This design comes from an exercise in tuning for small area on the open sky130 flow, not from production work. RTL that was checked went through simulation tests only; none was proved equivalent to the original. No activity file was given, so power comes from the tool's default toggle rates.

==> flow/design.v <==
module gfig_rx (
    input  wire         clk,
    input  wire         rst,         
    input  wire         in_valid,
    input  wire [7:0]   in_data,
    input  wire         in_last,
    output wire         in_ready,
    output reg          rep_valid,
    output reg  [2:0]   rep_code,
    output wire [279:0] rep_data
);
    localparam integer N = 35;               
    localparam [7:0] M0 = 8'hB2;
    localparam [7:0] M1 = 8'hA1;
    localparam [15:0] CRC_MAGIC = 16'hC0AB;  
    localparam [3:0] S_IDLE  = 4'd0;         
    localparam [3:0] S_LOOP  = 4'd1;         
    localparam [3:0] S_SCAN  = 4'd2;         
    localparam [3:0] S_MG    = 4'd3;         
    localparam [3:0] S_HDRV  = 4'd4;
    localparam [3:0] S_HDRT  = 4'd5;
    localparam [3:0] S_USTL  = 4'd6;         
    localparam [3:0] S_ABS   = 4'd7;         
    localparam [3:0] S_FDONE = 4'd8;         
    localparam [3:0] S_RWAIT = 4'd9;
    localparam [3:0] S_CLEAR = 4'd10;
    localparam [3:0] S_CHK   = 4'd11;
    localparam [3:0] S_RCNT  = 4'd12;
    reg [8*N-1:0] rr;        
    reg [8*N-1:0] pr;        
    reg [5:0] ph;            
    wire [5:0] ph_n = (ph == N-1) ? 6'd0 : ph + 6'd1;
    reg [3:0]  st;
    reg [5:0]  hd;           
    reg [5:0]  ln;           
    reg [5:0]  k;            
    reg [3:0]  inv;
    reg [15:0] crc;
    reg        ok;           
    reg        ce;           
    reg        nz;           
    reg        mg;           
    reg        ux;           
    reg        pb;           
    reg        vb;           
    reg        mal;          
    reg [1:0]  tp;           
    function [15:0] crc_byte;
        input [15:0] c;
        input [7:0]  b;
        integer j;
        reg [15:0] r;
        begin
            r = c ^ {b, 8'h00};
            for (j = 0; j < 8; j = j + 1)
                r = r[15] ? ((r << 1) ^ 16'h1021) : (r << 1);
            crc_byte = r;
        end
    endfunction
    wire [6:0] tsum = {1'b0, hd} + {1'b0, ln};
    wire [5:0] tl = (tsum >= N) ? tsum - N : tsum[5:0];
    wire       empty = (ln == 6'd0);
    wire acc = (st == S_IDLE) ||
               !ce ||
               (st == S_ABS && empty);
    assign in_ready = acc && (ph == tl) && (ln != N);
    wire take = in_valid && in_ready;
    wire [7:0] x = rr[8*N-1 -: 8];
    wire       rd = (ph == hd) && !empty;
    wire [15:0] crc_nx = crc_byte(crc, x);
    reg [5:0] n2, n1, lastf, kst;
    always @* begin
        case (tp)
            2'd1:    begin n2 = 6'd14; n1 = 6'd15; lastf = 6'd12; end
            2'd2:    begin n2 = 6'd62; n1 = 6'd63; lastf = 6'd38; end
            default: begin n2 = 6'd12; n1 = 6'd13; lastf = 6'd11; end
        endcase
        case (tp)
            2'd1:    kst = 6'd42;
            2'd2:    kst = 6'd55;
            default: kst = 6'd40;
        endcase
    end
    wire rd_scan = (st == S_SCAN) && rd;
    wire rd_abs  = (st == S_ABS) && rd;
    wire rd_hdr  = ((st == S_HDRV) && (ph == hd)) || (st == S_HDRT);
    wire consume = rd_scan || rd_abs || rd_hdr;
    wire pwr = rd_abs && (k >= 6'd4) && (k <= lastf);
    wire [7:0] rr_in = take ? in_data : rr[8*N-1 -: 8];
    wire [7:0] pr_in = pwr ? x : (st == S_CLEAR) ? 8'h00 : pr[8*N-1 -: 8];
    genvar g;
    generate
        for (g = 0; g < N; g = g + 1) begin : g_rep
            assign rep_data[8*g +: 8] = pr[8*(N-1-g) +: 8];
        end
    endgenerate
    always @(posedge clk) begin
        rr <= {rr[8*N-9:0], rr_in};
        pr <= {pr[8*N-9:0], pr_in};
    end
    always @(posedge clk) begin
        if (rst) begin
            st        <= S_CLEAR;
            tp        <= 2'd0;
            mal       <= 1'b0;
            ph        <= 6'd0;
            k         <= 6'd29;
            hd        <= 6'd0;
            ln        <= 6'd0;
            inv       <= 4'd0;
            ce        <= 1'b1;
            nz        <= 1'b0;
            mg        <= 1'b0;
            ux        <= 1'b0;
            pb        <= 1'b0;
            rep_valid <= 1'b0;
            rep_code  <= 3'd0;
        end else begin
            ph        <= ph_n;
            rep_valid <= 1'b0;
            if (take)
                ce <= in_last;
            if (consume)
                hd <= ph_n;
            if (take)
                ln <= ln + 6'd1;
            else if (consume)
                ln <= ln - 6'd1;
            case (st)
                S_IDLE: begin
                    if (take)
                        st <= S_LOOP;
                end
                S_LOOP: begin
                    if (nz || ln >= 6'd8 || (ux && ln >= 6'd5) || (mg && ln >= 6'd6)) begin
                        ux <= 1'b0;
                        if (mg) begin
                            st <= S_MG;
                        end else begin
                            if (!nz && !ux)
                                pb <= 1'b0;
                            st <= S_SCAN;
                        end
                    end else if (ce) begin
                        st <= S_IDLE;
                    end
                end
                S_SCAN: begin
                    if (rd) begin
                        pb <= (x == M0);
                        if (pb && x == M1) begin
                            nz  <= 1'b0;
                            mg  <= 1'b1;
                            crc <= CRC_MAGIC;
                            st  <= S_MG;
                        end
                    end else if (empty && ce) begin
                        nz <= 1'b1;
                        st <= S_IDLE;
                    end
                end
                S_MG: begin
                    if (ln >= 6'd2)
                        st <= S_HDRV;
                    else if (ce)
                        st <= S_IDLE;
                end
                S_HDRV: begin
                    if (ph == hd) begin
                        ok  <= (x == 8'h01);
                        vb  <= (x == M0);
                        crc <= crc_nx;
                        st  <= S_HDRT;
                    end
                end
                S_HDRT: begin
                    if (x == 8'h01 || x == 8'h02 || x == 8'h03) begin
                        crc <= crc_nx;
                        mg <= 1'b0;
                        tp <= x[1:0];
                        k  <= 6'd4;
                        st <= S_ABS;
                    end else begin
                        mg  <= vb && (x == M1);
                        crc <= CRC_MAGIC;
                        pb  <= (x == M0);
                        ux <= 1'b1;
                        st <= S_USTL;
                    end
                end
                S_USTL: begin
                    if (ce) begin
                        inv       <= inv + 4'd1;
                        rep_valid <= 1'b1;
                        rep_code  <= 3'd4;
                        st        <= S_CHK;
                    end
                end
                S_ABS: begin
                    if (rd) begin
                        k <= k + 6'd1;
                        if (k < n2)
                            crc <= crc_nx;
                        else
                            ok <= ok && (x == ((k == n2) ? crc[7:0] : crc[15:8]));
                        if (k == n1)
                            st <= S_FDONE;
                    end
                end
                S_FDONE: begin
                    if (ce)
                        st <= S_RWAIT;
                end
                S_RWAIT: begin
                    if (ph == hd) begin
                        k  <= kst;
                        st <= S_RCNT;
                    end
                end
                S_RCNT: begin
                    k <= k + 6'd1;
                    if (k == 6'd63) begin
                        k <= 6'd29;
                        if (ok) begin
                            inv       <= 4'd0;
                            rep_valid <= 1'b1;
                            rep_code  <= {1'b0, tp};
                            mal       <= 1'b0;
                        end else begin
                            inv <= inv + 4'd1;
                            mal <= 1'b1;
                        end
                        st <= S_CLEAR;
                    end
                end
                S_CLEAR: begin
                    k <= k + 6'd1;
                    if (k == 6'd63) begin
                        if (tp == 2'd0) begin
                            st <= S_IDLE;
                        end else if (mal) begin
                            rep_valid <= 1'b1;
                            rep_code  <= 3'd5;
                            st        <= S_CHK;
                        end else begin
                            st <= S_LOOP;
                        end
                    end
                end
                S_CHK: begin
                    if (inv > 4'd10) begin
                        inv       <= 4'd0;
                        ln        <= 6'd0;
                        nz        <= 1'b0;
                        ux        <= 1'b0;
                        mg        <= 1'b0;
                        rep_valid <= 1'b1;
                        rep_code  <= 3'd6;
                        st        <= S_IDLE;
                    end else begin
                        st <= S_LOOP;
                    end
                end
                default: st <= S_IDLE;
            endcase
        end
    end
endmodule
clock: 14.0 ns
lec_check: 0
abc_area: 1
cap_margin: 20
core_margin: 2
core_utilization: 70
slew_margin: 20
standard.sh (not shown) runs the stock make flow with config.mk's settings and CLKGATE_MAP_FILE= SYNTH_SCRIPT=/design/flow/synth_recipe.tcl, a recipe that flattens the netlist after the stock synthesis.
==> flow/flow/run.sh <==
#!/bin/bash
# Standard ORFS layout with single-drive port buffers and a leaner clock tree.
set -euo pipefail
export BUFFER_PORTS_ARGS="-buffer_cell sky130_fd_sc_hd__buf_1"
export CTS_ARGS="-sink_clustering_enable -repair_clock_nets -dont_use_dummy_load -buf_list {sky130_fd_sc_hd__clkbuf_4} -sink_clustering_size 10 -sink_clustering_max_diameter 40"
bash standard.sh > run_standard.log 2>&1
Next try:
--- a/flow/design.v
+++ b/flow/design.v
@@ -6,7 +6,7 @@
     input  wire         in_last,
     output wire         in_ready,
     output reg          rep_valid,
-    output reg  [2:0]   rep_code,
+    output wire [2:0]   rep_code,
     output wire [279:0] rep_data
 );
     localparam integer N = 35;               
@@ -28,10 +28,11 @@
     localparam [3:0] S_RCNT  = 4'd12;
     reg [8*N-1:0] rr;        
     reg [8*N-1:0] pr;        
-    reg [5:0] ph;            
-    wire [5:0] ph_n = (ph == N-1) ? 6'd0 : ph + 6'd1;
+    reg [5:0] ph;
+    wire [5:0] ph_n = {ph[4:3], ~(ph[5] ^ ph[4]), ph[1:0], ~(ph[2] | ph[1])};
     reg [3:0]  st;
     reg [5:0]  hd;           
+    reg [5:0]  tl;           
     reg [5:0]  ln;           
     reg [5:0]  k;            
     reg [3:0]  inv;
@@ -42,8 +43,6 @@
     reg        mg;           
     reg        ux;           
     reg        pb;           
-    reg        vb;           
-    reg        mal;          
     reg [1:0]  tp;           
     function [15:0] crc_byte;
         input [15:0] c;
@@ -57,8 +56,6 @@
             crc_byte = r;
         end
     endfunction
-    wire [6:0] tsum = {1'b0, hd} + {1'b0, ln};
-    wire [5:0] tl = (tsum >= N) ? tsum - N : tsum[5:0];
     wire       empty = (ln == 6'd0);
     wire acc = (st == S_IDLE) ||
                !ce ||
@@ -88,6 +85,8 @@
     wire pwr = rd_abs && (k >= 6'd4) && (k <= lastf);
     wire [7:0] rr_in = take ? in_data : rr[8*N-1 -: 8];
     wire [7:0] pr_in = pwr ? x : (st == S_CLEAR) ? 8'h00 : pr[8*N-1 -: 8];
+    assign rep_code = (st == S_CLEAR) ? {1'b0, tp} :
+                      (st == S_CHK)   ? {2'b10, !ok} : 3'd6;
     genvar g;
     generate
         for (g = 0; g < N; g = g + 1) begin : g_rep
@@ -102,10 +101,11 @@
         if (rst) begin
             st        <= S_CLEAR;
             tp        <= 2'd0;
-            mal       <= 1'b0;
+            ok        <= 1'b1;
             ph        <= 6'd0;
             k         <= 6'd29;
             hd        <= 6'd0;
+            tl        <= 6'd0;
             ln        <= 6'd0;
             inv       <= 4'd0;
             ce        <= 1'b1;
@@ -114,7 +114,6 @@
             ux        <= 1'b0;
             pb        <= 1'b0;
             rep_valid <= 1'b0;
-            rep_code  <= 3'd0;
         end else begin
             ph        <= ph_n;
             rep_valid <= 1'b0;
@@ -122,6 +121,8 @@
                 ce <= in_last;
             if (consume)
                 hd <= ph_n;
+            if (take)
+                tl <= ph_n;
             if (take)
                 ln <= ln + 6'd1;
             else if (consume)
@@ -168,7 +169,7 @@
                 S_HDRV: begin
                     if (ph == hd) begin
                         ok  <= (x == 8'h01);
-                        vb  <= (x == M0);
+                        pb  <= (x == M0);        
                         crc <= crc_nx;
                         st  <= S_HDRT;
                     end
@@ -181,7 +182,8 @@
                         k  <= 6'd4;
                         st <= S_ABS;
                     end else begin
-                        mg  <= vb && (x == M1);
+                        ok  <= 1'b1;
+                        mg  <= pb && (x == M1);
                         crc <= CRC_MAGIC;
                         pb  <= (x == M0);
                         ux <= 1'b1;
@@ -192,7 +194,6 @@
                     if (ce) begin
                         inv       <= inv + 4'd1;
                         rep_valid <= 1'b1;
-                        rep_code  <= 3'd4;
                         st        <= S_CHK;
                     end
                 end
@@ -224,11 +225,8 @@
                         if (ok) begin
                             inv       <= 4'd0;
                             rep_valid <= 1'b1;
-                            rep_code  <= {1'b0, tp};
-                            mal       <= 1'b0;
                         end else begin
                             inv <= inv + 4'd1;
-                            mal <= 1'b1;
                         end
                         st <= S_CLEAR;
                     end
@@ -238,9 +236,8 @@
                     if (k == 6'd63) begin
                         if (tp == 2'd0) begin
                             st <= S_IDLE;
-                        end else if (mal) begin
+                        end else if (!ok) begin
                             rep_valid <= 1'b1;
-                            rep_code  <= 3'd5;
                             st        <= S_CHK;
                         end else begin
                             st <= S_LOOP;
@@ -250,12 +247,12 @@
                 S_CHK: begin
                     if (inv > 4'd10) begin
                         inv       <= 4'd0;
+                        hd        <= tl;
                         ln        <= 6'd0;
                         nz        <= 1'b0;
                         ux        <= 1'b0;
                         mg        <= 1'b0;
                         rep_valid <= 1'b1;
-                        rep_code  <= 3'd6;
                         st        <= S_IDLE;
                     end else begin
                         st <= S_LOOP;
What happened: The new run completed without violations. Via count fell by a few percent. Power fell by roughly a tenth. Setup slack gets better by 1.1 ns. Die area fell by a few percent. Combinational power fell by a quarter to a third. Clock power fell slightly.
For the first run of this note, only the layout was checked, not whether the RTL still works.

==> afterwards: timing with drivers on the ports <==
The results above use ideal ports. As a check the final layouts listed here were re-extracted and re-timed, cells and wires unchanged. Step 1, drivers: a clkbuf_16 drives clk and a buf_2 each remaining input, both assumed. Step 2 adds t to the input delays and takes it off the output delays; t is the mean of the earliest and latest rising clock arrival at the registers after step 1. Input paths then give back, and output paths get back, about the clock's delay inside the block. Slacks: ideal / step 1 / step 2; pairs: ideal / step 1.
run	t, ns	setup slack, ns	worst hold slack (ns)	latest minus earliest clock arrival (ns)	worst slew at a driven data input, ns
the first run	0.682	7.876 / 7.837 / 8.520	0.284 / 0.284 / 0.284	0.059 / 0.059	0.06
the second run	0.698	8.987 / 8.944 / 9.369	0.289 / 0.289 / 0.289	0.096 / 0.096	0.06
After both steps every run listed still meets setup and hold.
